From an optimization exercise on the open Yosys and OpenROAD flow, aimed at small area; shortcuts taken in it are not production practice. In this exercise RTL edits were held to simulation tests only and were not proved equivalent to the original.

===== design/flow/config.mk =====
export PLATFORM = sky130hd
export DESIGN_NAME = fxd
export DESIGN_NICKNAME = fxd
export VERILOG_FILES = /design/flow/design.v
export SDC_FILE = /design/flow/constraint.sdc
export NUM_CORES = 4
export LEC_CHECK = 0
export ABC_AREA = 1
export CAP_MARGIN = 20
export CORE_MARGIN = 2
export CORE_UTILIZATION = 40
export SLEW_MARGIN = 20

===== design/flow/constraint.sdc =====
create_clock -name core_clock -period 17.0 [get_ports {clk}]
set_input_delay 3.4000 -clock core_clock [delete_from_list [all_inputs] [get_ports {clk}]]
set_output_delay 3.4000 -clock core_clock [all_outputs]
set_load 0.01 [all_outputs]

===== design/flow/design.v =====
module fxd #(
    parameter W  = 32,
    parameter K  = 6,
    parameter EW = 8
) (
    input  wire            clk,
    input  wire            rst,
    input  wire            cmd_valid,
    input  wire [W+6:0]    cmd_word,
    output wire            cmd_ready,
    output wire            busy,
    output wire            done,
    output wire [1:0]      result,
    output wire [7:0]      ocount,
    output wire [EW-1:0]   errcode,
    output wire [16+EW-1:0] status,
    output wire            out_valid,
    output wire [7:0]      out_byte,
    output wire [1:0]      out_seg,
    output wire            out_seg_last,
    output wire            out_end,
    input  wire            snk_ready,
    input  wire            snk_err,
    input  wire [EW-1:0]   snk_code
);
    localparam [2:0] IDLE = 3'd0, RESOLVE = 3'd1, INTDIG = 3'd2, FRACDIG = 3'd3,
                     EMIT_SIGN = 3'd4, EMIT_INT = 3'd5, EMIT_POINT = 3'd6,
                     EMIT_FRAC = 3'd7;
    reg [2:0]    phase;
    reg [31:0]   w;
    reg [5:0]    fb;
    reg          pol;
    reg [39:0]   stk;
    reg [2:0]    k;
    reg [4:0]    ocnt;      
    reg [1:0]    res;
    reg [EW-1:0] ecode;
    reg          done_q;
    wire [31:0] c_raw = cmd_word[31:0];
    wire [5:0]  c_f   = cmd_word[37:32];
    wire        c_neg = cmd_word[38] & c_raw[31];
    wire        c_legal = ~(c_f[5] & (|c_f[4:0]));
    reg  [31:0] c_mag;
    reg         c_any;
    integer n;
    always @(*) begin
        c_any = 1'b0;
        for (n = 0; n < 32; n = n + 1) begin
            c_mag[n] = c_raw[n] ^ (c_neg & c_any);
            c_any = c_any | c_raw[n];
        end
    end
    wire [4:0]  c_rot = c_f[4:0];
    reg  [31:0] c_w;
    always @(*) begin
        c_w = c_mag;
        if (c_rot[4]) c_w = {c_w[15:0], c_w[31:16]};
        if (c_rot[3]) c_w = {c_w[7:0], c_w[31:8]};
        if (c_rot[2]) c_w = {c_w[3:0], c_w[31:4]};
        if (c_rot[1]) c_w = {c_w[1:0], c_w[31:2]};
        if (c_rot[0]) c_w = {c_w[0], c_w[31:1]};
    end
    reg [31:0] lmask;
    integer m;
    always @(*) lmask = 32'hFFFFFFFF >> fb;
    wire [31:0] iv = w & lmask;
    reg [31:0] iq;
    reg [3:0]  ir;
    reg        dq;
    integer j;
    always @(*) begin
        ir = 4'd0;
        for (j = 31; j >= 0; j = j - 1) begin
            dq = ir[3] | (ir[2] & (ir[1] | ir[0]));
            iq[j] = dq;
            ir = {(ir[2] & ~ir[1] & ~ir[0]) | (ir[3] & ir[0]),
                  (ir[1] & (~ir[2] | ir[0])) | (ir[3] & ~ir[0]),
                  ir[0] ^ dq, iv[j]};
        end
    end
    wire        pre = (fb > 6'd28);
    wire [31:0] pmask = {25'd0, pre & (fb == 6'd29), pre & (fb < 6'd31), pre & (fb < 6'd32), {4{pre}}};
    reg [31:0] fp;
    reg [32:0] fc;       
    reg [31:0] fpp;      
    reg        ca;       
    reg        ta, tb;
    integer b;
    wire [31:0] wa = w & ~pmask;
    always @(*) begin
        fc = 33'd0;
        fpp = 32'd0;
        fp[0] = 1'b0;
        for (b = 1; b < 32; b = b + 1) begin
            ta = (b >= 3) ? w[b-3] : 1'b0;
            tb = w[b-1];
            fpp[b] = ta ^ tb;
            fp[b] = ta ^ tb ^ fc[b];
            fc[b+1] = (ta & tb) | (fc[b] & (ta ^ tb));
        end
        ca = 1'b0;
        for (b = 3; b < 10; b = b + 1)
            ca = (wa[b-3] & wa[b-1]) | (ca & (wa[b-3] ^ wa[b-1]));
    end
    wire        pg   = &fpp[31:10];
    wire        c32a = fc[32] & ~(pg & fc[10] & ~ca);
    wire [3:0]  fdig = {1'b0, w[31:29]} + {3'b000, w[31]} + {3'b000, c32a};
    wire [2:0] kn = k + 3'd1;
    reg fz;
    always @(*) begin
        case (kn)
            3'd1: fz = ~|w[30:0];
            3'd2: fz = ~|w[29:0];
            3'd3: fz = ~|w[28:0];
            3'd4: fz = ~|w[27:0];
            3'd5: fz = ~|w[26:0];
            default: fz = 1'b1;
        endcase
    end
    wire idle = (phase == IDLE);
    assign cmd_ready = idle;
    assign busy      = ~idle;
    assign done      = done_q;
    assign result    = res;
    assign ocount    = {3'b000, ocnt};
    assign errcode   = ecode;
    assign status    = {ecode, 3'b000, ocnt, 4'b0000, res, done_q, ~idle};
    assign out_valid = phase[2];
    assign out_seg   = phase[1:0];
    wire int_last    = (stk[7:4] == 4'hF);
    wire frac_last   = (k == 3'd1);
    assign out_seg_last = (phase == EMIT_INT) ? int_last :
                          (phase == EMIT_FRAC) ? frac_last : 1'b1;
    assign out_end   = (phase == EMIT_FRAC) & frac_last;
    wire [3:0] dig   = phase[1] ? fdig : stk[3:0];
    assign out_byte  = (phase[0]) ? {4'h3, dig} : {4'h2, 2'b11, phase[1], ~phase[1]};
    always @(posedge clk) begin
        if (rst) begin
            phase  <= IDLE;
            ocnt   <= 5'd0;
            res    <= 2'd0;
            ecode  <= {EW{1'b0}};
            done_q <= 1'b0;
        end else begin
            done_q <= 1'b0;
            case (phase)
                IDLE: begin
                    w   <= c_w;
                    fb  <= c_f;
                    pol <= c_neg;
                    stk[3:0] <= 4'hF;
                    k   <= 3'd0;
                    if (cmd_valid) begin
                        ocnt  <= 5'd0;
                        ecode <= {EW{1'b0}};
                        if (c_legal) begin
                            res   <= 2'd0;
                            phase <= RESOLVE;
                        end else begin
                            res    <= 2'd2;
                            done_q <= 1'b1;
                        end
                    end
                end
                RESOLVE: phase <= INTDIG;
                INTDIG: begin
                    w   <= (w & ~lmask) | iq;
                    stk <= {stk[35:0], ir};
                    if (iq == 32'd0) phase <= FRACDIG;
                end
                FRACDIG: begin
                    k <= kn;
                    if (fz) phase <= pol ? EMIT_SIGN : EMIT_INT;
                end
                default: begin
                    if (snk_err) begin
                        res    <= 2'd3;
                        ecode  <= snk_code;
                        done_q <= 1'b1;
                        phase  <= IDLE;
                    end else if (snk_ready) begin
                        ocnt <= ocnt + 5'd1;
                        case (phase)
                            EMIT_SIGN: phase <= EMIT_INT;
                            EMIT_INT: begin
                                stk <= {4'hF, stk[39:4]};
                                if (int_last) phase <= EMIT_POINT;
                            end
                            EMIT_POINT: phase <= EMIT_FRAC;
                            default: begin
                                w <= fp[31:0];
                                k <= k - 3'd1;
                                if (frac_last) begin
                                    res    <= 2'd1;
                                    done_q <= 1'b1;
                                    phase  <= IDLE;
                                end
                            end
                        endcase
                    end
                end
            endcase
        end
    end
endmodule

===== design/flow/flow/run.sh =====
#!/bin/bash
set -euo pipefail
here=$(pwd)
rm -rf "$here/scripts_alt"
cp -r "$FLOW_HOME/scripts" "$here/scripts_alt"
cp "$here/flow/abc_area.script" "$here/scripts_alt/abc_area.script"
export SCRIPTS_DIR="$here/scripts_alt"
export BUFFER_PORTS_ARGS="-buffer_cell sky130_fd_sc_hd__buf_1"
export CTS_ARGS="-sink_clustering_enable -repair_clock_nets -dont_use_dummy_load -buf_list sky130_fd_sc_hd__clkbuf_8"
bash standard.sh finish > "$here/standard.log" 2>&1

===== design/flow/flow/abc_area.script =====
strash
&get -n
&deepsyn -T 60
&put
balance
rewrite
refactor
balance
rewrite
rewrite -z
balance
refactor -z
rewrite -z
balance
dch -f
amap
topo

===== design/flow/standard.sh =====
#!/bin/bash
# synth_recipe.tcl (not shown) runs the flow's synth.tcl, then flattens the netlist and writes it again
# the make line also repeats each setting of config.mk as NAME=value (left out here)
make -C /OpenROAD-flow-scripts/flow DESIGN_CONFIG=/design/flow/config.mk WORK_HOME=/design/flow/orfs CLKGATE_MAP_FILE= SYNTH_SCRIPT=/design/flow/synth_recipe.tcl "${@:-finish}"

==> results.sh, run 1 <==
export IMPL_status="no timing/DRC/antenna violations"
export IMPL_maxSlewHeadroom=0.276
export IMPL_worstHoldPathCells=2
export IMPL_worstMarginPinSlew_ns=1.07
export IMPL_yosysTopAreaCell="edfxtp_1"
export IMPL_coreArea_um2=23300
export IMPL_maxCapViolCount=0
export IMPL_cts_sinks=101
export IMPL_slowest_stage="edfxtp_1"
export IMPL_ant_nets=0
export IMPL_ff2ff_path_depth=96
export IMPL_std_cell_rows=56
export IMPL_finalSetupTns_ns=0
export IMPL_fillCellCount=2378
export IMPL_synth_edf_count=82
export IMPL_synth_area_mux_share=0
export IMPL_hp_start="res[1]$_SDFFE_PP0P_"
export IMPL_grt_max_degree=47
export IMPL_r2r_start="fb[1]$_DFFE_PP_"
export IMPL_ys_warn_count=1
export IMPL_place_ws_ns=-0.706
export IMPL_start_util=0.403
export IMPL_stdcell_count=1583
export IMPL_synthTopCellsByArea="edfxtp_1, o22a_1, nor2_1, fa_1, a21oi_1"
export IMPL_dp_hpwl_um=22700
export IMPL_fp_dieW_um=157
export IMPL_critPathLaunch="w[2]$_DFFE_PP_"
export IMPL_dpl_cell_area_um2=10100
export IMPL_postSynth_asyncResetShare=0
export IMPL_n_antenna_cell=0
export IMPL_drt_vias_per_instance=6.00
export IMPL_cp_max_fo=4
export IMPL_synth_cell_type_count=52
export IMPL_synth_top_family_by_area="compound AO/OA/AOI/OAI gates"
export IMPL_ys_ff_latch=101
export IMPL_synth_adder_area_share=0.111
export IMPL_criticalPathCategory="reg -> out"
export IMPL_hold_viol=0
export IMPL_drt_initial_drc_count=918
export IMPL_slew_viol_final=0
export IMPL_final_setup_worst_slack_ns=0.504
export IMPL_cts_buffers=9
export IMPL_setup_violations=0
export IMPL_portBuffers=96
export IMPL_overflow=0
export IMPL_max_freq_ghz=0.0606
export IMPL_synthesis_area_um2=9380
export IMPL_syn_to_final_growth_pct=12.8
export IMPL_synth_xor_area_share=0
export IMPL_r2r_end="w[0]$_DFFE_PP_"
export IMPL_hold_path_end="res[1]$_SDFFE_PP0P_"
export IMPL_ioPinCount=110
export IMPL_hold_path_class="reg -> reg"
export IMPL_worstPathArrival_ns=13.10
export IMPL_cp_common_cell="fa_1"
export IMPL_drc=0
export IMPL_routed_wirelength_um=30100
export IMPL_holdBufCountCts=0
export IMPL_slowest_delay_ns=0.47
export IMPL_avgRoutedWirePerCell_um=19.0
export IMPL_synth_avg_cell_area_um2=8.17
export IMPL_end_kind="output port"
export IMPL_yosysTopAreaCellShare=0.263
export IMPL_finClkSkew_ns=0.0345
export IMPL_stdcell_area_um2=10600
export IMPL_area_sequential_um2=2840
export IMPL_htree_levels=3
export IMPL_die_area_um2=24700
export IMPL_vias=9505
export IMPL_synth_ff_type="edfxtp_1"
export IMPL_grtUsageTotal=0.240
export IMPL_grt_pass1_wl_um=46200
export IMPL_clk_pin_slew_ns=0.10
export IMPL_syn_inst=1148
export IMPL_drt_pass1_iterations=8
export IMPL_worstSkewPairLatency_ns=0.40
export IMPL_clock_path_buffers=2
export IMPL_place_inst=1556
export IMPL_gp_congestion=0.970
export IMPL_synth_compound_area_share=0.341
export IMPL_grt_pass1_vias=8465
export IMPL_cts_root_buf="clkbuf_8"
export IMPL_synth_simple_area_share=0.172
export IMPL_drive_gt1_frac=0.0704
export IMPL_cp_start_kind="flip-flop"
export IMPL_antenna_found_initial=0
export IMPL_period_share=0.970
export IMPL_cp_required_ns=13.60
export IMPL_multiInputGateArea_um2=6180
export IMPL_fin_nets=1384
export IMPL_reg2reg_slack_ns=1.39
export IMPL_min_period_ns=16.50
export IMPL_dieHeight_um=157
export IMPL_ys_seq_area_frac=0.303
export IMPL_cts_tree="done"
stage by stage:
| stage | util | hold WS [ns] |
|---|---|---|
| after detailed placement | 0.432 | 0.478 |
| after global placement | 0.432 | 0.469 |
| after global routing | 0.455 | 0.532 |
| after floorplan | - | 0.492 |
| after CTS | 0.439 | 0.495 |
| final | 0.455 | 0.485 |
how the worst max path moves through the flow:
stage	to	slack, ns	cells after the start
3_5_place_dp	stk[1]$_DFFE_PP_	-0.71	93
3_3_place_gp	w[0]$_DFFE_PP_	-0.60	93
4_1_cts	w[0]$_DFFE_PP_	0.002	95
6_report	out_byte[2]	0.50	38
5_1_grt	stk[1]$_DFFE_PP_	-0.22	101
2_1_floorplan	out_byte[2]	1.38	37
layout by cell type (no fill, tap or decap), drive strengths merged, types with 4 or more instances in the layout:
cell / count
edfxtp: 82
clkinv: 114
nor2: 213
nand2: 63
a2111oi: 4
ha: 37
nor2b: 10
nand4: 9
a31oi: 22
clkbuf: 9
a21oi: 94
a211oi: 14
o211ai: 5
o21ai: 67
o32a: 4
or3: 14
o21a: 15
dfxtp: 19
nor3: 28
or4: 8
o22ai: 57
fa: 29
conb: 13
a221oi: 7
o221ai: 22
a32o: 8
buf: 127
nand3: 7
or2: 8
o22a: 111
layout make-up:
type,count,area share
clock buffer,9,0.0117
inverter,116,0.0413
tap,319,0.0377
multi-input combinational,911,0.584
timing repair buffer,127,0.0561
sequential,101,0.269
metal layers:
metal	wire length (µm)	global-route usage
met1	13600	0.334
met2	13600	0.377
met3	2000	0.0374
met4	908	0.0874
met5	0	0
cell families after synthesis:
kind of cell / Yosys count
DFF: 101
other: 2
AOI/OAI and AO/OA: 460
adders and majority gates: 66
and+or+nand+nor: 372
buffers and inverters: 147
sequential cells by signal, summed over array words and instances, names as in the netlist:
name	count
fb	6
done_q	1
pol	1
stk	40
w	32
ecode	8
k	3
ocnt	5
res	2
phase	3
critical path, delay by kind of cell, from the launching register on:
family | cells | cell delay, ns
DFF | 1 | 0.47
adders and majority gates | 31 | 11.42
buffers and inverters | 4 | 0.31
and+or+nand+nor | 1 | 0.13
AOI/OAI and AO/OA | 2 | 0.37
cells in the mapped netlist, types with 4 or more instances:
cell type,count
nor3_1,28
a32o_1,8
a31oi_1,22
o21ai_0,67
edfxtp_1,82
o22ai_1,57
a211oi_1,14
or3_1,14
or2_0,8
or4_1,8
nor2b_1,10
buf_4,31
nor2_1,213
clkinv_1,116
o211ai_1,5
nand2_1,63
o221ai_1,22
a21oi_1,94
a2111oi_0,4
o21a_1,15
o22a_1,111
nand3_1,7
a221oi_1,7
nand4_1,9
ha_1,37
fa_1,29
dfxtp_1,19
o32a_1,4
timing repair:
item                                    4_1_cts  5_1_grt
endpoints found under the setup margin        6       12
setup buffers                                 1       17
pin swaps                                     0       13
resized for setup                            12       55
==> run 2, diff against run 1 <==
==> design/flow/flow/run.sh (replaced) <==
#!/bin/bash
set -euo pipefail
here=$(pwd)
rm -rf "$here/scripts_alt"
cp -r "$FLOW_HOME/scripts" "$here/scripts_alt"
cp "$here/flow/abc_area.script" "$here/scripts_alt/abc_area.script"
export SCRIPTS_DIR="$here/scripts_alt"
export BUFFER_PORTS_ARGS="-buffer_cell sky130_fd_sc_hd__buf_1"
export CTS_ARGS="-sink_clustering_enable -repair_clock_nets -dont_use_dummy_load -root_buf sky130_fd_sc_hd__clkbuf_16 -buf_list sky130_fd_sc_hd__clkbuf_8"
bash standard.sh finish > "$here/standard.log" 2>&1
==> run 2 against run 1 <==
Compared with the run above: count of clock-buffer cells in the layout unchanged; cell count increased by 4.9%; still clean; highest routed layer unchanged; hold slack got worse by 0.0035 ns; synthesized cell count increased by 3.2%; sequential share of layout area decreased by 1.6 points.
==> results.sh, run 2 <==
export IMPL_grt_use_met1=0.341
export IMPL_ys_ff_latch=101
export IMPL_stdcell_area_um2=11300
export IMPL_start_util=0.409
export IMPL_finClkSkew_ns=0.0247
export IMPL_coreArea_um2=22700
export IMPL_dp_hpwl_um=23000
export IMPL_cp_common_cell="fa_1"
export IMPL_maxSlewHeadroom=0.360
export IMPL_largestRegisters="stk x40, w x32, ecode x8"
export IMPL_fillCellCount=2208
export IMPL_fin_nets=1496
export IMPL_post_synth_top_count_cell="nor2_1"
export IMPL_yosysTopAreaCell="edfxtp_1"
export IMPL_routed_wirelength_um=30300
export IMPL_htree_levels=3
export IMPL_ant_nets=0
export IMPL_die_area_um2=24500
export IMPL_grt_max_degree=61
export IMPL_clock_path_buffers=2
export IMPL_use_met3=0.0534
export IMPL_drt_initial_drc_count=677
export IMPL_vias=9632
export IMPL_ioPinCount=110
export IMPL_ys_warn_count=1
export IMPL_synth_avg_cell_area_um2=7.85
export IMPL_dieHeight_um=156
export IMPL_gp_congestion=0.942
export IMPL_ys_seq_area_frac=0.306
export IMPL_cts_sinks=101
export IMPL_crit_family="adder cells"
export IMPL_slowest_delay_ns=0.42
export IMPL_final_common_cell="nor2_1"
export IMPL_period_share=0.981
export IMPL_multiInputGateArea_um2=6230
export IMPL_drt_pass1_iterations=5
export IMPL_cp_max_fo=2
export IMPL_largest_register_ffs=40
export IMPL_clk_pin_slew_ns=0.06
export IMPL_holdWs_ns=0.482
export IMPL_final_setup_worst_slack_ns=0.323
export IMPL_status="no timing/DRC/antenna violations"
export IMPL_maxCapViolCount=0
export IMPL_hold_viol=0
export IMPL_mostFrequentLayoutCells="nor2_1, clkinv_1, buf_4"
export IMPL_dpl_cell_area_um2=10500
export IMPL_grt_pass1_vias=8789
export IMPL_std_cell_rows=55
export IMPL_stdcell_count=1661
export IMPL_antenna_found_initial=1
export IMPL_worstSkewPairLatency_ns=0.37
export IMPL_cts_root_buf="clkbuf_16"
export IMPL_grt_pass1_wl_um=46700
export IMPL_synthesis_area_um2=9300
export IMPL_place_inst=1632
export IMPL_cts_buffers=9
export IMPL_postLayoutCoreUtil=0.496
export IMPL_yosysTopAreaCellShare=0.265
export IMPL_criticalPathCategory="reg -> out"
export IMPL_avgRoutedWirePerCell_um=18.2
export IMPL_cp_start_kind="flip-flop"
export IMPL_grt_busiest_layer="met2"
export IMPL_synth_ff_type="edfxtp_1"
export IMPL_area_sequential_um2=2840
export IMPL_syn_inst=1185
export IMPL_min_period_ns=16.68
export IMPL_finalSetupTns_ns=0
export IMPL_postSynth_asyncResetShare=0
export IMPL_place_ws_ns=-1.04
export IMPL_drc=0
export IMPL_synth_cell_type_count=46
export IMPL_max_freq_ghz=0.0600
export IMPL_largest_register="stk"
export IMPL_cp_required_ns=13.60
export IMPL_overflow=0
export IMPL_cts_tree="done"
export IMPL_synth_edf_count=82
export IMPL_synthTopCellsByCount="nor2_1, clkinv_1, a21oi_1"
export IMPL_grtUsageTotal=0.243
export IMPL_slowest_stage="fa_1"
export IMPL_end_kind="output port"
export IMPL_setup_violations=0
export IMPL_worstMarginPinSlew_ns=0.936
export IMPL_worstPathArrival_ns=13.28
export IMPL_hold_path_class="reg -> reg"
export IMPL_syn_to_final_growth_pct=21.1
export IMPL_drive_gt1_frac=0.151
export IMPL_fp_dieW_um=156
export IMPL_slew_viol_final=0
export IMPL_synthTopCellsByArea="edfxtp_1, nor2_1, o22a_1, fa_1, a21oi_1"
export IMPL_use_met2=0.373
export IMPL_critPathBufInv=4
export IMPL_portBuffers=96
export IMPL_n_antenna_cell=0
export IMPL_drt_vias_per_instance=5.80
run 2: cell count changes in the layout (fill, tap and decap cells not counted), sizes merged, moves of 14 or more:
cell	previous run	this run
a21oi	94	110
and2	0	14
buf	127	202
nand2	63	84
nor2	213	228
o21ai	67	102
o22a	111	67
o22ai	57	84
run 2: path summary, 6_finish.rpt:
check / start / endpoint / slack [ns] / cells after the start
max: w[2]$_DFFE_PP_ / out_byte[2] / 0.32 / 38
min: res[1]$_SDFFE_PP0P_ / res[1]$_SDFFE_PP0P_ / 0.48 / 2
max reg2reg: fb[2]$_DFFE_PP_ / phase[0]$_SDFFE_PP0P_ / 1.13 / 115
min reg2reg: res[1]$_SDFFE_PP0P_ / res[1]$_SDFFE_PP0P_ / 0.48 / 2
run 2: cells by family after synthesis:
group,share of synthesized area
other,0.000808
AO/OA/AOI/OAI,0.320
AND/OR/NAND/NOR,0.187
XOR/XNOR,0.000942
buffers and inverters,0.0731
flip-flops,0.306
adder cells (fa/ha/maj),0.112
run 2: layout make-up:
type	instances	area share
tap	285	0.0317
inverter	119	0.0397
timing repair buffer	202	0.103
clock buffer	9	0.0200
sequential	101	0.253
multi-input combinational	945	0.553
run 2: layer usage:
metal  routed length [µm]  vias to the layer above
met4                  680                        0
met3                 2170                       46
met1                14000                     4519
met2                13500                      312
met5                    0                        -
li1                     -                     4755
run 2: worst reg2reg max path, delay by kind of cell (launching register included):
kind                   cells  cell delay (ns)
buffers and inverters      7             0.76
AND/OR/NAND/NOR           55             7.67
flip-flops                 1             0.50
AO/OA/AOI/OAI             53             6.74
run 2: timing repair:
item,4_1_cts,5_1_grt
pin swaps,0,37
endpoints found under the setup margin,7,12
buffers inserted,0,20
resized for setup,18,121
hold endpoints to repair,0,0
cloned,0,0
hold buffers,0,0
==> run 3, diff against run 2 <==
--- a/design/flow/design.v
+++ b/design/flow/design.v
@@ -132,7 +132,7 @@
     assign out_seg_last = (phase == EMIT_INT) ? int_last :
                           (phase == EMIT_FRAC) ? frac_last : 1'b1;
     assign out_end   = (phase == EMIT_FRAC) & frac_last;
-    wire [3:0] dig   = phase[1] ? fdig : stk[3:0];
+    wire [3:0] dig   = stk[3:0];
     assign out_byte  = (phase[0]) ? {4'h3, dig} : {4'h2, 2'b11, phase[1], ~phase[1]};
     always @(posedge clk) begin
         if (rst) begin
@@ -186,8 +186,13 @@
                                 stk <= {4'hF, stk[39:4]};
                                 if (int_last) phase <= EMIT_POINT;
                             end
-                            EMIT_POINT: phase <= EMIT_FRAC;
+                            EMIT_POINT: begin
+                                stk[3:0] <= fdig;
+                                w <= fp[31:0];
+                                phase <= EMIT_FRAC;
+                            end
                             default: begin
+                                stk[3:0] <= fdig;
                                 w <= fp[31:0];
                                 k <= k - 3'd1;
                                 if (frac_last) begin
==> design/flow/flow/run.sh (replaced) <==
#!/bin/bash
set -euo pipefail
here=$(pwd)
rm -rf "$here/scripts_alt"
cp -r "$FLOW_HOME/scripts" "$here/scripts_alt"
cp "$here/flow/abc_area.script" "$here/scripts_alt/abc_area.script"
export SCRIPTS_DIR="$here/scripts_alt"
export BUFFER_PORTS_ARGS="-buffer_cell sky130_fd_sc_hd__buf_1"
export CTS_ARGS="-sink_clustering_enable -repair_clock_nets -dont_use_dummy_load -sink_clustering_size 50 -sink_clustering_max_diameter 300"
bash standard.sh finish > "$here/standard.log" 2>&1
==> design/flow/flow/abc_area.script (replaced) <==
strash
dc2
dch -f
amap
strash
dch -f
amap
topo
stime -c
buffer -c
upsize -c
dnsize -c
==> run 3 against run 2 <==
Compared with the run above: hold slack better by 0.042 ns; routed wire length is 3.2% lower; critical endpoint is now phase[0]$_SDFFE_PP0P_; die area is 7.4% higher; register-to-register slack better by 0.43 ns; core utilization is 5.6 points lower; sequential cell count stayed put; count of clock-buffer cells in the layout stayed put; synthesized cell count is 4.1% higher; clock skew is 0.010 ns lower.
==> results.sh, run 3 <==
export IMPL_postLayoutCoreUtil=0.440
export IMPL_hp_start="res[0]$_SDFFE_PP0P_"
export IMPL_cts_tree="done"
export IMPL_htree_levels=3
export IMPL_status="no timing/DRC/antenna violations"
export IMPL_die_area_um2=26300
export IMPL_rsz0062_at_grt="no"
export IMPL_met2_length_um=13600
export IMPL_drt_pass1_iterations=5
export IMPL_drt_initial_drc_count=926
export IMPL_post_synth_top_count_cell="nor2_1"
export IMPL_slowest_stage="edfxtp_1"
export IMPL_r2r_start="fb[5]$_DFFE_PP_"
export IMPL_syn_to_final_growth_pct=7.54
export IMPL_routed_wirelength_um=29300
export IMPL_ant_nets=0
export IMPL_yosysTopAreaCell="edfxtp_1"
export IMPL_cp_start_kind="flip-flop"
export IMPL_ys_warn_count=1
export IMPL_synth_edf_count=82
export IMPL_largestRegisters="stk x40, w x32, ecode x8"
export IMPL_fillCellCount=2455
export IMPL_drive_gt1_frac=0.0980
export IMPL_critPathLaunch="fb[5]$_DFFE_PP_"
export IMPL_grtUsageTotal=0.219
export IMPL_gp_congestion=0.908
export IMPL_routed_top_layer="met4"
export IMPL_max_freq_ghz=0.0648
export IMPL_final_setup_worst_slack_ns=1.56
export IMPL_dp_hpwl_um=22800
export IMPL_worstMarginPinSlew_ns=1.08
export IMPL_portBuffers=96
export IMPL_hold_path_class="reg -> reg"
export IMPL_drc=0
export IMPL_coreArea_um2=24500
export IMPL_cp_max_fo=9
export IMPL_grt_pass1_wl_um=46300
export IMPL_finClkSkew_ns=0.0143
export IMPL_worstPathArrival_ns=15.68
export IMPL_synth_ff_type="edfxtp_1"
export IMPL_setup_violations=0
export IMPL_grt_max_degree=64
export IMPL_overflow=0
export IMPL_avgRoutedWirePerCell_um=18.3
export IMPL_yosysTopAreaCellShare=0.246
export IMPL_ys_seq_area_frac=0.284
export IMPL_n_antenna_cell=0
export IMPL_ioPinCount=110
export IMPL_place_ws_ns=1.73
export IMPL_synth_avg_cell_area_um2=8.11
export IMPL_hold_viol=0
export IMPL_fin_nets=1396
export IMPL_finalSetupTns_ns=0
export IMPL_synthesis_area_um2=10000
export IMPL_min_period_ns=15.44
export IMPL_maxSlewHeadroom=0.279
export IMPL_slowest_delay_ns=0.51
export IMPL_start_util=0.409
export IMPL_stdcell_count=1600
export IMPL_mostFrequentLayoutCells="nor2_1, inv_1, o22a_1"
export IMPL_area_sequential_um2=2840
export IMPL_criticalPathCategory="reg -> reg"
export IMPL_cts_root_buf="clkbuf_16"
export IMPL_synthTopCellsByCount="nor2_1, inv_1, o22a_1, o22ai_1, a21oi_1"
export IMPL_cts_sinks=101
export IMPL_vias=9431
export IMPL_cp_required_ns=17.24
export IMPL_grt_pass1_vias=8875
export IMPL_ys_ff_latch=101
export IMPL_met1_length_um=13300
export IMPL_postSynth_asyncResetShare=0
export IMPL_synthTopCellsByArea="edfxtp_1, o22a_1, o22ai_1, fa_1, nor2_1"
export IMPL_std_cell_rows=57
export IMPL_holdBufCountCts=0
export IMPL_slew_viol_final=0
export IMPL_worstSkewPairLatency_ns=0.35
export IMPL_maxCapViolCount=0
export IMPL_multiInputGateArea_um2=6240
export IMPL_clock_path_buffers=2
export IMPL_dieHeight_um=162
export IMPL_syn_inst=1233
export IMPL_final_common_cell="nor2_1"
export IMPL_drt_vias_per_instance=5.89
export IMPL_antenna_found_initial=0
export IMPL_fp_dieW_um=162
export IMPL_largest_register="stk"
export IMPL_cts_buffers=9
export IMPL_largest_register_ffs=40
export IMPL_route_met3_wl_um=1590
export IMPL_holdWs_ns=0.524
export IMPL_end_kind="flip-flop"
export IMPL_clk_pin_slew_ns=0.07
export IMPL_period_share=0.908
export IMPL_place_inst=1587
export IMPL_synth_cell_type_count=60
## run 3: final cells by class
cell class | instances | share of cell area
tap | 324 | 0.0377
multi-input combinational | 913 | 0.580
inverter | 137 | 0.0480
timing repair buffer | 116 | 0.0493
clock buffer | 9 | 0.0209
sequential | 101 | 0.264
## run 3: what timing repair did
| action | CTS | global route |
|---|---|---|
| setup endpoints to repair | 0 | 4 |
| resized for setup | 0 | 1 |
| buffers inserted | 0 | 3 |
## run 3: through the flow
stage / cell area, µm²
final: 10800
after global routing: 10800
after CTS: 10700
after detailed placement: 10500
after global placement: 10500
after floorplan: 10000
## run 3: routing by layer
metal  GRT usage  vias up
li1            -     4621
met5           0        -
met1       0.300     4465
met2       0.364      298
met4      0.0716        0
met3      0.0243       47
## run 3: path summary, 6_finish.rpt
kind	endpoint	slack, ns	cells after the start
setup reg to reg	phase[0]$_SDFFE_PP0P_	1.56	118
hold reg to reg	res[0]$_SDFFE_PP0P_	0.52	2
hold / removal	res[0]$_SDFFE_PP0P_	0.52	2
setup / recovery	phase[0]$_SDFFE_PP0P_	1.56	118
## run 3: cell families (layout without fill, tap and decap cells)
kind of cell / Yosys count / after routing / share of synthesized area
compound gates: 501 / 501 / 0.354
fa+ha+maj: 66 / 66 / 0.104
buf+inv: 230 / 262 / 0.0989
flops: 101 / 101 / 0.284
other cells: 2 / 13 / 0.000751
simple gates: 333 / 333 / 0.158
## run 3: critical path: cells and delay by family, from the launching register on
| kind | cells | cell delay, ns |
|---|---|---|
| compound gates | 58 | 8.75 |
| buf+inv | 17 | 1.20 |
| flops | 1 | 0.51 |
| simple gates | 43 | 4.86 |
==> run 4, diff against run 3 <==
==> design/flow/flow/abc_area.script (replaced) <==
strash
&get -n
&deepsyn -T 60
&put
balance
rewrite
refactor
balance
rewrite
rewrite -z
balance
refactor -z
rewrite -z
balance
dch -f
amap
topo
stime -c
buffer -c
upsize -c
dnsize -c
==> run 4 against run 3 <==
Compared with the run above: still clean on timing, DRC and antenna; area after synthesis shrank 1.2%; sequential cell count is the same; global-route usage grew 2.3 points; clock skew grew 0.0081 ns; via count grew 2.6%; critical path type unchanged; highest routed layer unchanged.
==> results.sh, run 4 <==
export IMPL_status="no timing/DRC/antenna violations"
export IMPL_finClkSkew_ns=0.0224
export IMPL_maxSlewHeadroom=0.273
export IMPL_min_period_ns=13.66
export IMPL_routed_wirelength_um=31700
export IMPL_cp_max_fo=6
export IMPL_yosysTopAreaCell="edfxtp_1"
export IMPL_rsz0062_at_grt="no"
export IMPL_synthesis_area_um2=9880
export IMPL_std_cell_rows=57
export IMPL_ant_nets=0
export IMPL_worstPathArrival_ns=13.77
export IMPL_synth_ff_type="edfxtp_1"
export IMPL_end_kind="flip-flop"
export IMPL_largest_register="stk"
export IMPL_finalSetupTns_ns=0
export IMPL_antenna_found_initial=0
export IMPL_drc=0
export IMPL_slowest_delay_ns=0.53
export IMPL_holdWs_ns=0.496
export IMPL_grt_pass1_wl_um=49900
export IMPL_cts_sinks=101
export IMPL_largest_register_ffs=40
export IMPL_hold_viol=0
export IMPL_worstSkewPairLatency_ns=0.37
export IMPL_postCtsSetupBuffers=0
export IMPL_ys_seq_area_frac=0.288
export IMPL_cts_root_buf="clkbuf_16"
export IMPL_grt_pass1_vias=8888
export IMPL_fp_dieW_um=161
export IMPL_synthTopCellsByCount="nor2_1, o22a_1, a21oi_1"
export IMPL_avgRoutedWirePerCell_um=20.1
export IMPL_clk_pin_slew_ns=0.07
export IMPL_hold_path_class="reg -> reg"
export IMPL_ys_warn_count=1
export IMPL_synthTopCellsByArea="edfxtp_1, o22a_1, nor2_1, fa_1, ha_1"
export IMPL_maxCapViolCount=0
export IMPL_setup_violations=0
export IMPL_synth_avg_cell_area_um2=8.14
export IMPL_gp_congestion=0.921
export IMPL_mostFrequentLayoutCells="nor2_1, o22a_1, buf_1"
export IMPL_max_freq_ghz=0.0732
export IMPL_cts_tree="done"
export IMPL_final_setup_worst_slack_ns=3.34
export IMPL_n_antenna_cell=0
export IMPL_period_share=0.804
export IMPL_slowest_stage="edfxtp_1"
export IMPL_postSynth_asyncResetShare=0
export IMPL_reg2reg_slack_ns=3.34
export IMPL_cts_buffers=9
export IMPL_post_synth_top_count_cell="nor2_1"
export IMPL_yosysTopAreaCellShare=0.249
export IMPL_hp_start="ecode[5]$_SDFFE_PP0P_"
export IMPL_ioPinCount=110
export IMPL_final_common_cell="nor2_1"
export IMPL_holdBufCountCts=0
export IMPL_synth_cell_type_count=81
export IMPL_grtUsageTotal=0.242
export IMPL_dpl_cell_area_um2=10300
export IMPL_r2r_start="fb[1]$_DFFE_PP_"
export IMPL_htree_levels=3
export IMPL_fin_nets=1376
export IMPL_place_ws_ns=3.55
export IMPL_cp_common_cell="nor2_1"
export IMPL_syn_inst=1214
export IMPL_vias=9679
export IMPL_drt_initial_drc_count=1064
export IMPL_grt_max_degree=51
export IMPL_ctsResizeCount=0
export IMPL_drt_pass1_iterations=6
export IMPL_synth_edf_count=82
export IMPL_cp_required_ns=17.11
export IMPL_syn_to_final_growth_pct=6.95
export IMPL_overflow=0
export IMPL_coreArea_um2=24300
export IMPL_cp_start_kind="flip-flop"
export IMPL_drive_gt1_frac=0.0804
export IMPL_drt_vias_per_instance=6.13
export IMPL_start_util=0.406
export IMPL_worstMarginPinSlew_ns=1.09
export IMPL_criticalPathCategory="reg -> reg"
export IMPL_critPathLaunch="fb[1]$_DFFE_PP_"
export IMPL_portBuffers=96
export IMPL_die_area_um2=26000
export IMPL_clock_path_buffers=2
export IMPL_slew_viol_final=0
export IMPL_stdcell_area_um2=10600
export IMPL_dieHeight_um=161
export IMPL_ys_ff_latch=101
export IMPL_largestRegisters="stk x40, w x32, ecode x8"
export IMPL_dp_hpwl_um=24700
-- run 4: routing by layer --
metal / wire [µm] / GRT usage / up-vias
met5: 0 / 0 / -
met4: 1000 / 0.0925 / 0
met3: 2380 / 0.0295 / 66
met2: 14300 / 0.379 / 450
met1: 14000 / 0.344 / 4585
li1: - / - / 4578
-- run 4: metrics by stage --
stage	std cells	util
global route	1580	0.435
CTS	1580	0.435
finish	1580	0.435
floorplan	1225	-
global placement	1571	0.425
detailed placement	1571	0.425
-- run 4: critical path: cells and delay by family (launching register included) --
family	cells	cell delay, ns
simple gates	35	4.77
buf+inv	6	0.59
compound gates	45	7.55
flops	1	0.53
-- run 4: cells by family (layout without fill, tap and decap cells) --
kind of cell    Yosys count  in the layout  synth area share
other cells               2             13          0.000760
flops                   101            101             0.288
simple gates            394            394             0.183
fa+ha+maj                66             66             0.106
buf+inv                 188            219            0.0840
compound gates          463            463             0.339
-- run 4: path summary, 6_finish.rpt --
path,to,cells past startpoint
max,stk[1]$_DFFE_PP_,86
min,ecode[5]$_SDFFE_PP0P_,1
max reg2reg,stk[1]$_DFFE_PP_,86
min reg2reg,ecode[5]$_SDFFE_PP0P_,1
-- run 4: cell type report --
| type | instances | area (µm²) |
|---|---|---|
| multi-input combinational | 936 | 6270 |
| tap | 324 | 405 |
| timing repair buffer | 103 | 413 |
| fill | 2498 | 13700 |
| clock buffer | 9 | 225 |
| inverter | 107 | 410 |
| sequential | 101 | 2840 |
==> run 5, diff against run 4 <==
==> design/flow/flow/abc_area.script (replaced) <==
strash
&get -n
&deepsyn -T 60
&put
balance
rewrite
refactor
balance
rewrite
rewrite -z
balance
refactor -z
rewrite -z
balance
dch -f
amap
topo
==> run 5 against run 4 <==
Compared with the run above: global-route usage grew 1.2 points; count of clock-buffer cells in the layout unchanged; worst setup slack lost 1.6 ns; synthesized cell count down 2.9%; non-clock buffer count up 6; critical path type unchanged; first-iteration DRC count decreased by 17%; critical path depth is the same; hold slack lost 0.0017 ns; routed wire length is essentially flat; register-to-register slack got worse by 1.6 ns.
==> results.sh, run 5 <==
export IMPL_crit_family="compound AO/OA/AOI/OAI gates"
export IMPL_cts_root_buf="clkbuf_16"
export IMPL_synthTopCellsByCount="nor2_1, clkinv_1, a21oi_1"
export IMPL_start_util=0.404
export IMPL_cts_buffers=9
export IMPL_dieHeight_um=157
export IMPL_antenna_found_initial=0
export IMPL_finalSetupTns_ns=0
export IMPL_status="no timing/DRC/antenna violations"
export IMPL_grt_pass1_wl_um=48500
export IMPL_critPathCapture="stk[1]$_DFFE_PP_"
export IMPL_ff2ff_path_depth=86
export IMPL_cp_max_fo=6
export IMPL_postSynth_asyncResetShare=0
export IMPL_drt_initial_drc_count=880
export IMPL_grtUsageTotal=0.255
export IMPL_max_freq_ghz=0.0655
export IMPL_critPathLaunch="fb[1]$_DFFE_PP_"
export IMPL_ys_ff_latch=101
export IMPL_gp_congestion=0.983
export IMPL_min_period_ns=15.28
export IMPL_routed_wirelength_um=31700
export IMPL_holdWs_ns=0.494
export IMPL_fp_dieW_um=157
export IMPL_hp_start="ecode[6]$_SDFFE_PP0P_"
export IMPL_coreArea_um2=23300
export IMPL_drive_gt1_frac=0.0352
export IMPL_mostFrequentLayoutCells="nor2_1, clkinv_1, a21oi_1"
export IMPL_drc=0
export IMPL_clock_path_buffers=2
export IMPL_cp_required_ns=17.07
export IMPL_final_common_cell="nor2_1"
export IMPL_syn_to_final_growth_pct=10.4
export IMPL_grt_max_degree=51
export IMPL_clk_pin_slew_ns=0.08
export IMPL_n_antenna_cell=0
export IMPL_place_inst=1586
export IMPL_finClkSkew_ns=0.0227
export IMPL_end_kind="flip-flop"
export IMPL_worstHoldPathCells=1
export IMPL_worst_path_stages=86
export IMPL_overflow=0
export IMPL_rsz0062_at_grt="no"
export IMPL_synthTopCellsByArea="edfxtp_1, nor2_1, o22a_1, fa_1, a21oi_1"
export IMPL_dp_hpwl_um=24900
export IMPL_largestRegisters="stk x40, w x32, ecode x8"
export IMPL_synthesis_area_um2=9390
export IMPL_htree_levels=3
export IMPL_post_synth_top_count_cell="nor2_1"
export IMPL_portBuffers=96
export IMPL_criticalPathCategory="reg -> reg"
export IMPL_cp_common_cell="clkinv_1"
export IMPL_grt_busiest_layer="met2"
export IMPL_r2r_start="fb[1]$_DFFE_PP_"
export IMPL_setup_violations=0
export IMPL_synth_edf_count=82
export IMPL_die_area_um2=24700
export IMPL_period_share=0.899
export IMPL_ys_seq_area_frac=0.303
export IMPL_grt_use_met1=0.325
export IMPL_hold_viol=0
export IMPL_yosysTopAreaCellShare=0.262
export IMPL_grt_pass1_vias=8835
export IMPL_yosysTopAreaCell="edfxtp_1"
export IMPL_ys_warn_count=1
export IMPL_maxSlewHeadroom=0.323
export IMPL_critPathBufInv=14
export IMPL_largest_register_ffs=40
export IMPL_synth_cell_type_count=51
export IMPL_worstPathArrival_ns=15.34
export IMPL_drt_pass1_iterations=5
export IMPL_avgRoutedWirePerCell_um=19.9
export IMPL_slew_viol_final=0
export IMPL_ioPinCount=110
export IMPL_cts_sinks=101
export IMPL_slowest_delay_ns=0.46
export IMPL_fin_nets=1397
export IMPL_worstMarginPinSlew_ns=1.01
export IMPL_cts_tree="done"
export IMPL_ant_nets=0
export IMPL_maxCapViolCount=0
export IMPL_vias=9562
export IMPL_reg2reg_slack_ns=1.72
export IMPL_stdcell_count=1596
export IMPL_drt_vias_per_instance=5.99
export IMPL_std_cell_rows=56
export IMPL_synth_avg_cell_area_um2=7.96
export IMPL_synth_ff_type="edfxtp_1"
export IMPL_hold_path_class="reg -> reg"
export IMPL_use_met3=0.0355
export IMPL_cp_start_kind="flip-flop"
export IMPL_r2r_end="stk[1]$_DFFE_PP_"
export IMPL_use_met2=0.427
export IMPL_slowest_stage="edfxtp_1"
export IMPL_largest_register="stk"
export IMPL_syn_inst=1179
export IMPL_worstSkewPairLatency_ns=0.36
-- run 5: how the worst min path moves through the flow --
stage / slack (ns) / endpoint
6_report: 0.49 / ecode[6]$_SDFFE_PP0P_
5_1_grt: 0.53 / ecode[6]$_SDFFE_PP0P_
4_1_cts: 0.50 / ecode[2]$_SDFFE_PP0P_
3_5_place_dp: 0.48 / ecode[2]$_SDFFE_PP0P_
3_3_place_gp: 0.47 / ecode[2]$_SDFFE_PP0P_
2_1_floorplan: 0.51 / ocnt[3]$_SDFFE_PP0P_
-- run 5: cell families after synthesis --
group           Yosys count  share of synthesized area
buf+inv                 156                     0.0748
fa+ha+maj                66                      0.111
flops                   101                      0.303
compound gates          460                      0.330
simple gates            394                      0.180
other cells               2                   0.000800
-- run 5: what timing repair did --
item | 4_1_cts | 5_1_grt
hold buffers | 0 | 0
setup endpoints to repair | 1 | 8
setup buffers | 0 | 1
resized for setup | 1 | 27
pin swaps | 0 | 2
-- run 5: per-layer routing --
layer | part of all wire | vias up | wire length (µm)
li1 | - | 4603 | -
met1 | 0.43 | 4532 | 13600
met2 | 0.47 | 347 | 15000
met3 | 0.055 | 80 | 1740
met4 | 0.043 | 0 | 1380
met5 | 0 | - | 0
-- run 5: final cells by class --
class | count | area [µm²]
Sequential cell | 101 | 2840
Clock buffer | 9 | 225
Timing Repair Buffer | 109 | 458
Tap cell | 319 | 399
Inverter | 125 | 469
Multi-Input combinational cell | 933 | 5970
Fill cell | 2410 | 12900
-- run 5: through the flow --
stage	cell area, µm²	util	setup slack, ns
after CTS	10300	0.442	0.207
after detailed placement	10100	0.433	0.114
after global placement	10100	0.433	0.905
final	10400	0.446	1.72
after floorplan	9430	-	2.58
after global routing	10400	0.446	0.0167
==> run 6, diff against run 5 <==
==> design/flow/flow/abc_area.script (replaced) <==
strash
balance
rewrite
refactor
balance
rewrite
rewrite -z
balance
refactor -z
rewrite -z
balance
dch -f
amap
topo
==> run 6 against run 5 <==
Compared with the run above: area after synthesis rose by 1.6%; cell area rose by 6.5%; sequential cell count did not move; worst setup slack got worse by 0.15 ns; critical path type unchanged; via count is 1.1% lower.
==> results.sh, run 6 <==
export IMPL_die_area_um2=25100
export IMPL_routed_wirelength_um=27800
export IMPL_worstMarginPinSlew_ns=0.893
export IMPL_slowest_stage="edfxtp_1"
export IMPL_synth_edf_count=82
export IMPL_synth_xor_area_share=0
export IMPL_n_antenna_cell=0
export IMPL_syn_to_final_growth_pct=15.7
export IMPL_finClkSkew_ns=0.0262
export IMPL_ys_ff_latch=101
export IMPL_min_period_ns=15.43
export IMPL_synth_adder_area_share=0.109
export IMPL_coreArea_um2=23500
export IMPL_htree_levels=3
export IMPL_postSynth_asyncResetShare=0
export IMPL_drt_vias_per_instance=5.81
export IMPL_hold_viol=0
export IMPL_synth_simple_area_share=0.150
export IMPL_maxCapViolCount=0
export IMPL_portBuffers=96
export IMPL_final_common_cell="nor2_1"
export IMPL_synth_ff_type="edfxtp_1"
export IMPL_post_synth_top_count_cell="nor2_1"
export IMPL_dieHeight_um=158
export IMPL_start_util=0.407
export IMPL_antenna_found_initial=0
export IMPL_ys_seq_area_frac=0.298
export IMPL_hold_path_class="reg -> reg"
export IMPL_vias=9456
export IMPL_grt_pass1_wl_um=43600
export IMPL_place_inst=1612
export IMPL_clk_pin_slew_ns=0.07
export IMPL_cts_root_buf="clkbuf_16"
export IMPL_holdBufCountCts=0
export IMPL_drt_initial_drc_count=582
export IMPL_synth_cell_type_count=42
export IMPL_mostFrequentLayoutCells="nor2_1, clkinv_1, o22a_1"
export IMPL_dp_hpwl_um=21400
export IMPL_fin_nets=1429
export IMPL_clock_path_buffers=2
export IMPL_slew_viol_final=0
export IMPL_setup_violations=0
export IMPL_largest_register="stk"
export IMPL_max_freq_ghz=0.0648
export IMPL_drc=0
export IMPL_std_cell_rows=56
export IMPL_cp_max_fo=4
export IMPL_largestRegisters="stk x40, w x32, ecode x8"
export IMPL_synth_compound_area_share=0.356
export IMPL_avgRoutedWirePerCell_um=17.1
export IMPL_worstPathArrival_ns=15.64
export IMPL_maxSlewHeadroom=0.401
export IMPL_drive_gt1_frac=0.105
export IMPL_end_kind="flip-flop"
export IMPL_ant_nets=0
export IMPL_yosysTopAreaCell="edfxtp_1"
export IMPL_cts_tree="done"
export IMPL_cp_common_cell="nor2_1"
export IMPL_synthTopCellsByCount="nor2_1, clkinv_1, o22ai_1"
export IMPL_holdWs_ns=0.488
export IMPL_slowest_delay_ns=0.50
export IMPL_postLayoutCoreUtil=0.471
export IMPL_stdcell_count=1628
export IMPL_synthesis_area_um2=9540
export IMPL_cp_required_ns=17.22
export IMPL_critPathBufInv=24
export IMPL_cts_buffers=9
export IMPL_synth_top_family_by_area="compound AO/OA/AOI/OAI gates"
export IMPL_largest_register_ffs=40
export IMPL_syn_inst=1168
export IMPL_fp_dieW_um=158
export IMPL_yosysTopAreaCellShare=0.258
export IMPL_synthTopCellsByArea="edfxtp_1, o22a_1, o22ai_1, nor2_1, clkinv_1"
export IMPL_drt_pass1_iterations=5
export IMPL_period_share=0.907
export IMPL_gp_congestion=0.891
export IMPL_synth_area_mux_share=0
export IMPL_grt_max_degree=65
export IMPL_cp_start_kind="flip-flop"
export IMPL_fillCellCount=2320
export IMPL_grtUsageTotal=0.218
export IMPL_ys_warn_count=1
export IMPL_worstSkewPairLatency_ns=0.36
export IMPL_criticalPathCategory="reg -> reg"
export IMPL_status="no timing/DRC/antenna violations"
export IMPL_cts_sinks=101
export IMPL_synth_avg_cell_area_um2=8.17
export IMPL_crit_family="compound AO/OA/AOI/OAI gates"
export IMPL_grt_pass1_vias=8593
export IMPL_overflow=0
export IMPL_ioPinCount=110
-- run 6: cell count changes in the layout (fill, tap and decap cells not counted), moves of 9 or more --
cell	delta
clkinv_1	+23
nor3_1	-11
buf_4	+42
o221ai_1	+32
a22oi_1	+16
o22ai_1	+18
nor2_1	-79
nor2_2	+16
a21oi_1	-18
a31oi_1	+9
o21ai_0	-35
o22ai_2	+18
-- run 6: layer usage --
metal  up-vias  share of wire  global-route usage
li1       4742              -                   -
met1      4462           0.48               0.296
met2       215           0.46               0.363
met3        37          0.040              0.0291
met4         0          0.021              0.0644
met5         -              0                   0
-- run 6: cell type report --
cell class	count	area, µm²	share of cell area
tap	319	399	0.0361
timing repair buffer	152	801	0.0725
clock buffer	9	225	0.0204
inverter	156	586	0.0530
sequential	101	2840	0.257
multi-input combinational	891	6190	0.561
-- run 6: worst paths after layout --
kind | from | to | slack [ns] | depth (start not counted)
min reg2reg | ocnt[4]$_SDFFE_PP0P_ | ocnt[4]$_SDFFE_PP0P_ | 0.49 | 1
max reg2reg | fb[1]$_DFFE_PP_ | phase[1]$_SDFFE_PP0P_ | 1.57 | 122
min | ocnt[4]$_SDFFE_PP0P_ | ocnt[4]$_SDFFE_PP0P_ | 0.49 | 1
max | fb[1]$_DFFE_PP_ | phase[1]$_SDFFE_PP0P_ | 1.57 | 122
-- run 6: kinds of logic after synthesis --
family          Yosys count
compound gates          487
fa+ha+maj                66
buf+inv                 187
flops                   101
other cells               2
simple gates            325
-- run 6: timing repair --
action,CTS,global route
setup endpoints to repair,3,11
pin swaps,0,11
endpoints found under the hold margin,0,0
setup buffers,0,6
resized for setup,3,74
gates cloned,0,0
-- run 6: worst register-to-register path: cells and delay by family, from the launching register on --
family                 cells  cell delay (ns)
AO/OA/AOI/OAI             56             7.64
buffers and inverters     24             2.82
flip-flops                 1             0.50
AND/OR/NAND/NOR           42             4.33
-- run 6: per-stage QoR --
stage / cell area (µm²) / setup WS (ns) / setup TNS [ns]
floorplan: 9580 / 0.0649 / 0
global placement: 10500 / 0.602 / 0
detailed placement: 10500 / -0.256 / -0.495
CTS: 10700 / 0.0304 / 0
global route: 11000 / -0.180 / -0.414
finish: 11000 / 1.57 / 0
==> run 7, diff against run 6 <==
==> design/flow/flow/abc_area.script (replaced) <==
strash
dc2
dch -f
amap
strash
dch -f
amap
topo
==> run 7 against run 6 <==
Compared with the run above: still clean on timing, DRC and antenna; cell area increased by 1.1%; cell count increased by 1.7%; count of clock-buffer cells in the layout stayed put; clock skew is 0.012 ns lower; critical endpoint is now phase[2]$_SDFFE_PP0P_; largest cell class unchanged.
==> results.sh, run 7 <==
export IMPL_final_common_cell="nor2_1"
export IMPL_ys_seq_area_frac=0.301
export IMPL_yosysTopAreaCellShare=0.260
export IMPL_cts_tree="done"
export IMPL_cp_start_kind="flip-flop"
export IMPL_grt_pass1_wl_um=45400
export IMPL_grt_max_degree=64
export IMPL_largestRegisters="stk x40, w x32, ecode x8"
export IMPL_maxSlewHeadroom=0.339
export IMPL_htree_levels=3
export IMPL_avgRoutedWirePerCell_um=17.6
export IMPL_fillCellCount=2346
export IMPL_synth_top_family_by_area="compound AO/OA/AOI/OAI gates"
export IMPL_holdBufCountCts=0
export IMPL_min_period_ns=15.63
export IMPL_dp_hpwl_um=22000
export IMPL_slowest_stage="edfxtp_1"
export IMPL_drt_initial_drc_count=704
export IMPL_mostFrequentLayoutCells="nor2_1, clkinv_1, o22a_1"
export IMPL_finalSetupTns_ns=0
export IMPL_antenna_found_initial=0
export IMPL_ys_ff_latch=101
export IMPL_synthTopCellsByCount="nor2_1, clkinv_1, o22ai_1"
export IMPL_r2r_start="fb[3]$_DFFE_PP_"
export IMPL_place_ws_ns=-0.567
export IMPL_grt_pass1_vias=8773
export IMPL_end_kind="flip-flop"
export IMPL_hold_viol=0
export IMPL_r2r_end="phase[2]$_SDFFE_PP0P_"
export IMPL_worst_path_stages=119
export IMPL_reg2reg_slack_ns=1.37
export IMPL_worstPathArrival_ns=15.86
export IMPL_synth_compound_area_share=0.358
export IMPL_max_freq_ghz=0.0640
export IMPL_largest_register_ffs=40
export IMPL_finClkSkew_ns=0.0139
export IMPL_met2_length_um=14000
export IMPL_routed_wirelength_um=29200
export IMPL_hold_path_class="reg -> reg"
export IMPL_hold_path_end="ocnt[2]$_SDFFE_PP0P_"
export IMPL_postSynth_asyncResetShare=0
export IMPL_synth_cell_type_count=44
export IMPL_area_sequential_um2=2840
export IMPL_synthTopCellsByArea="edfxtp_1, o22a_1, o22ai_1, nor2_1, fa_1"
export IMPL_cts_buffers=9
export IMPL_cts_sinks=101
export IMPL_overflow=0
export IMPL_place_inst=1634
export IMPL_synth_simple_area_share=0.151
export IMPL_synth_adder_area_share=0.110
export IMPL_status="no timing/DRC/antenna violations"
export IMPL_worstSkewPairLatency_ns=0.35
export IMPL_cp_required_ns=17.23
export IMPL_portBuffers=96
export IMPL_route_met3_wl_um=1340
export IMPL_fp_dieW_um=158
export IMPL_hp_start="ocnt[2]$_SDFFE_PP0P_"
export IMPL_ff2ff_path_depth=119
export IMPL_synthesis_area_um2=9450
export IMPL_n_antenna_cell=0
export IMPL_postLayoutCoreUtil=0.479
export IMPL_synth_area_mux_share=0
export IMPL_clock_path_buffers=2
export IMPL_syn_to_final_growth_pct=18.1
export IMPL_drive_gt1_frac=0.120
export IMPL_coreArea_um2=23300
export IMPL_grtUsageTotal=0.230
export IMPL_die_area_um2=24900
export IMPL_drc=0
export IMPL_crit_family="compound AO/OA/AOI/OAI gates"
export IMPL_setup_violations=0
export IMPL_ant_nets=0
export IMPL_critPathBufInv=18
export IMPL_ys_warn_count=1
export IMPL_slowest_delay_ns=0.44
export IMPL_synth_edf_count=82
export IMPL_worstHoldPathCells=2
export IMPL_cts_root_buf="clkbuf_16"
export IMPL_synth_ff_type="edfxtp_1"
export IMPL_period_share=0.919
export IMPL_worstMarginPinSlew_ns=0.985
export IMPL_maxCapViolCount=0
export IMPL_dieHeight_um=158
export IMPL_yosysTopAreaCell="edfxtp_1"
export IMPL_ioPinCount=110
export IMPL_criticalPathCategory="reg -> reg"
export IMPL_vias=9683
export IMPL_synth_avg_cell_area_um2=8.07
export IMPL_fin_nets=1456
export IMPL_synth_xor_area_share=0
export IMPL_syn_inst=1171
export IMPL_drt_vias_per_instance=5.85
export IMPL_stdcell_count=1655
export IMPL_final_setup_worst_slack_ns=1.37
export IMPL_met1_length_um=13200
export IMPL_slew_viol_final=0
export IMPL_clk_pin_slew_ns=0.07
export IMPL_post_synth_top_count_cell="nor2_1"
export IMPL_largest_register="stk"
export IMPL_drt_pass1_iterations=5
export IMPL_std_cell_rows=56
export IMPL_gp_congestion=0.912
export IMPL_routed_top_layer="met4"
export IMPL_start_util=0.405
export IMPL_cp_max_fo=5
export IMPL_multiInputGateArea_um2=6200
run 7: changes by cell type after synthesis, moves of 9 or more:
cell	delta
o221ai_1	-36
clkinv_1	-19
nand2_1	+19
a22oi_1	+13
o21ai_0	+13
a31oi_1	-12
a21oi_1	+11
o22ai_1	+11
or3_1	-9
run 7: stage by stage:
step / cell area, µm² / hold slack (ns)
5_1_grt: 11200 / 0.527
4_1_cts: 10800 / 0.503
6_report: 11200 / 0.498
3_5_place_dp: 10600 / 0.492
3_3_place_gp: 10600 / 0.472
2_1_floorplan: 9490 / 0.506
run 7: area by class of cell:
type / instances / area share
Inverter: 137 / 0.0463
Multi-Input combinational cell: 913 / 0.555
Clock buffer: 9 / 0.0202
Sequential cell: 101 / 0.255
Timing Repair Buffer: 176 / 0.0878
Tap cell: 319 / 0.0357
run 7: metal layers:
metal  up-vias  GRT usage
met4         0     0.0719
met1      4580      0.305
met5         -          0
met3        39     0.0244
li1       4775          -
met2       289      0.392
run 7: cells by family after synthesis:
group / count (synthesis)
other: 2
buffers and inverters: 168
flip-flops: 101
AO/OA/AOI/OAI: 501
AND/OR/NAND/NOR: 333
adder cells (fa/ha/maj): 66
run 7: tightest hold or removal path: stages (launching register included):
cell	delay (ns)
dfxtp_1	0.34
clkinv_1	0.06
a211oi_1	0.05
run 7: repair_timing:
action / in CTS / in global routing
gates resized for setup: 8 / 80
setup buffers: 0 / 11
setup endpoints to repair: 5 / 10
hold endpoints to repair: 0 / 0
pin swaps: 0 / 32
run 7: worst max-delay path by stage:
stage / slack (ns) / to / startpoint
global route: -0.24 / phase[2]$_SDFFE_PP0P_ / fb[5]$_DFFE_PP_
detailed placement: -0.57 / phase[2]$_SDFFE_PP0P_ / fb[3]$_DFFE_PP_
CTS: 0.05 / phase[2]$_SDFFE_PP0P_ / fb[5]$_DFFE_PP_
floorplan: 0.24 / phase[2]$_SDFFE_PP0P_ / fb[5]$_DFFE_PP_
finish: 1.37 / phase[2]$_SDFFE_PP0P_ / fb[3]$_DFFE_PP_
global placement: 0.32 / phase[2]$_SDFFE_PP0P_ / fb[3]$_DFFE_PP_
==> run 8, diff against run 7 <==
==> design/flow/flow/abc_area.script (replaced) <==
strash
&get -n
&deepsyn -T 60
&put
balance
rewrite
refactor
balance
rewrite
rewrite -z
balance
refactor -z
rewrite -z
balance
dch -f
amap
topo
==> run 8 against run 7 <==
Compared with the run above: still clean; core utilization down 2.9 points; cell count down 4.2%; cell area down 6.3%; critical path depth down 25; first-iteration DRC count up 46%; sequential cell count unchanged; via count down 0.36%; hold slack worse by 0.0054 ns; fmax up 2.4%; critical path type unchanged; largest cell class unchanged.
==> results.sh, run 8 <==
export IMPL_ant_nets=0
export IMPL_synthTopCellsByArea="edfxtp_1, o22a_1, nor2_1, fa_1, a21oi_1"
export IMPL_hp_start="ecode[7]$_SDFFE_PP0P_"
export IMPL_worstPathArrival_ns=15.40
export IMPL_portBuffers=96
export IMPL_synthesis_area_um2=9390
export IMPL_start_util=0.404
export IMPL_status="no timing/DRC/antenna violations"
export IMPL_clock_path_buffers=2
export IMPL_synth_cell_type_count=51
export IMPL_criticalPathCategory="reg -> reg"
export IMPL_ff2ff_path_depth=94
export IMPL_worstSkewPairLatency_ns=0.37
export IMPL_drt_initial_drc_count=1030
export IMPL_ys_ff_latch=101
export IMPL_largestRegisters="stk x40, w x32, ecode x8"
export IMPL_cp_required_ns=17.13
export IMPL_yosysTopAreaCellShare=0.262
export IMPL_largest_register="stk"
export IMPL_cts_root_buf="clkbuf_16"
export IMPL_cp_common_cell="nor2_1"
export IMPL_clk_pin_slew_ns=0.08
export IMPL_min_period_ns=15.27
export IMPL_coreArea_um2=23300
export IMPL_routed_wirelength_um=33400
export IMPL_slew_viol_final=0
export IMPL_cp_start_kind="flip-flop"
export IMPL_gp_congestion=1.02
export IMPL_cts_tree="done"
export IMPL_grt_pass1_wl_um=50300
export IMPL_largest_register_ffs=40
export IMPL_r2r_start="fb[4]$_DFFE_PP_"
export IMPL_setup_violations=0
export IMPL_synthTopCellsByCount="nor2_1, clkinv_1, o22a_1"
export IMPL_final_common_cell="nor2_1"
export IMPL_synth_edf_count=82
export IMPL_finClkSkew_ns=0.0265
export IMPL_die_area_um2=24700
export IMPL_hold_path_class="reg -> reg"
export IMPL_worstHoldPathCells=1
export IMPL_ys_seq_area_frac=0.303
export IMPL_std_cell_rows=56
export IMPL_yosysTopAreaCell="edfxtp_1"
export IMPL_htree_levels=3
export IMPL_antenna_found_initial=0
export IMPL_ioPinCount=110
export IMPL_avgRoutedWirePerCell_um=21.1
export IMPL_syn_inst=1164
export IMPL_drt_pass1_iterations=9
export IMPL_grt_max_degree=54
export IMPL_postSynth_asyncResetShare=0
export IMPL_cts_sinks=101
export IMPL_dieHeight_um=157
export IMPL_synth_ff_type="edfxtp_1"
export IMPL_cp_max_fo=7
export IMPL_overflow=0
export IMPL_postLayoutCoreUtil=0.450
export IMPL_cts_buffers=9
export IMPL_vias=9648
export IMPL_period_share=0.898
export IMPL_syn_to_final_growth_pct=11.4
export IMPL_fillCellCount=2418
[run 8: cell types whose count changed after synthesis, moves of 19 or more]
| cell | before | now |
|---|---|---|
| o22ai_1 | 118 | 65 |
| a22oi_1 | 40 | 5 |
| nor2_1 | 179 | 213 |
| clkinv_1 | 137 | 107 |
| o21ai_0 | 57 | 76 |
[run 8: kinds of logic (layout without fill, tap and decap cells)]
logic type	after synthesis	count (layout)	share of synthesized area
AOI/OAI and AO/OA	463	463	0.337
adders and majority gates	66	66	0.111
buffers and inverters	138	229	0.0676
DFF	101	101	0.303
other	2	13	0.000800
and+or+nand+nor	394	394	0.181
[run 8: metal layers]
metal | GRT usage | wire (µm) | vias up | share of wire
met4 | 0.123 | 1590 | 0 | 0.048
li1 | - | - | 4595 | -
met5 | 0 | 0 | - | 0
met2 | 0.429 | 15300 | 431 | 0.46
met3 | 0.0463 | 2320 | 98 | 0.069
met1 | 0.355 | 14300 | 4524 | 0.43
[run 8: final cells by class]
| type | instances | area [µm²] | area share |
|---|---|---|---|
| sequential | 101 | 2840 | 0.272 |
| timing repair buffer | 113 | 508 | 0.0486 |
| tap | 319 | 399 | 0.0382 |
| clock buffer | 9 | 225 | 0.0215 |
| inverter | 107 | 402 | 0.0384 |
| multi-input combinational | 936 | 6080 | 0.582 |
[run 8: how the worst max path moves through the flow]
stage,from,endpoint,slack [ns],depth (start not counted)
after CTS,fb[5]$_DFFE_PP_,stk[2]$_DFFE_PP_,0.01,85
final,fb[4]$_DFFE_PP_,stk[1]$_DFFE_PP_,1.73,94
after detailed placement,fb[5]$_DFFE_PP_,stk[1]$_DFFE_PP_,-0.35,86
after global placement,fb[5]$_DFFE_PP_,stk[1]$_DFFE_PP_,0.36,88
after floorplan,fb[5]$_DFFE_PP_,stk[1]$_DFFE_PP_,2.36,89
after global routing,fb[4]$_DFFE_PP_,stk[1]$_DFFE_PP_,-0.00006,94
[run 8: metrics by stage]
step | instance area (µm²) | setup WS [ns] | hold slack (ns) | cells
floorplan | 9430 | 2.36 | 0.509 | 1175
global placement | 10100 | 0.363 | 0.467 | 1572
detailed placement | 10100 | -0.352 | 0.476 | 1572
CTS | 10300 | 0.0125 | 0.496 | 1581
global route | 10500 | -0.0000568 | 0.539 | 1585
finish | 10500 | 1.73 | 0.493 | 1585
[run 8: worst max-delay path: cells and delay by family (launching register included)]
family          cells  cell delay [ns]
buf+inv            11             1.39
simple gates       32             4.09
flops               1             0.44
compound gates     51             9.14
[run 8: timing repair]
item	CTS	global route
hold buffers	0	0
endpoints found under the setup margin	6	9
endpoints found under the hold margin	0	0
setup buffers	0	3
pin swaps	0	1
resized for setup	4	32

re-timing with driven ports:
The results above use ideal ports. As a check the final layouts listed here were re-extracted and re-timed, cells and wires unchanged.
Step 1 (the two cells are an assumption about what drives the block):
set clk [get_ports {clk}]
set_driving_cell -lib_cell sky130_fd_sc_hd__clkbuf_16 $clk
set_driving_cell -lib_cell sky130_fd_sc_hd__buf_2 [delete_from_list [all_inputs] $clk]
Step 2 times the ports against the registers' clock, not the clock port: input delays grow and output delays shrink by t, the midpoint of the rising clock arrivals with the driver on.
Three values: no drivers, after step 1, after step 2; two values: the first two.
| run | t (ns) | slack for setup (ns) | hold WS [ns] | worst setup path at the end | latest minus earliest clock arrival (ns) |
|---|---|---|---|---|---|
| run 1 | 0.418 | 0.504 / 0.462 / 0.881 | 0.485 / 0.485 / 0.485 | register to output | 0.045 / 0.045 |
| run 2 | 0.402 | 0.323 / 0.275 / 0.677 | 0.482 / 0.482 / 0.482 | register to output | 0.025 / 0.025 |
| run 3 | 0.393 | 1.561 / 1.561 / 1.561 | 0.524 / 0.524 / 0.524 | register to register | 0.026 / 0.026 |
| run 4 | 0.401 | 3.338 / 3.338 / 3.338 | 0.496 / 0.496 / 0.496 | register to register | 0.028 / 0.027 |
| run 5 | 0.392 | 1.723 / 1.723 / 1.723 | 0.494 / 0.494 / 0.494 | register to register | 0.024 / 0.024 |
| run 6 | 0.388 | 1.575 / 1.575 / 1.575 | 0.488 / 0.488 / 0.488 | register to register | 0.027 / 0.027 |
| run 7 | 0.392 | 1.371 / 1.371 / 1.371 | 0.498 / 0.498 / 0.498 | register to register | 0.016 / 0.016 |
| run 8 | 0.404 | 1.734 / 1.734 / 1.734 | 0.493 / 0.493 / 0.493 | register to register | 0.031 / 0.030 |
After both steps setup and hold are still met in every run listed.
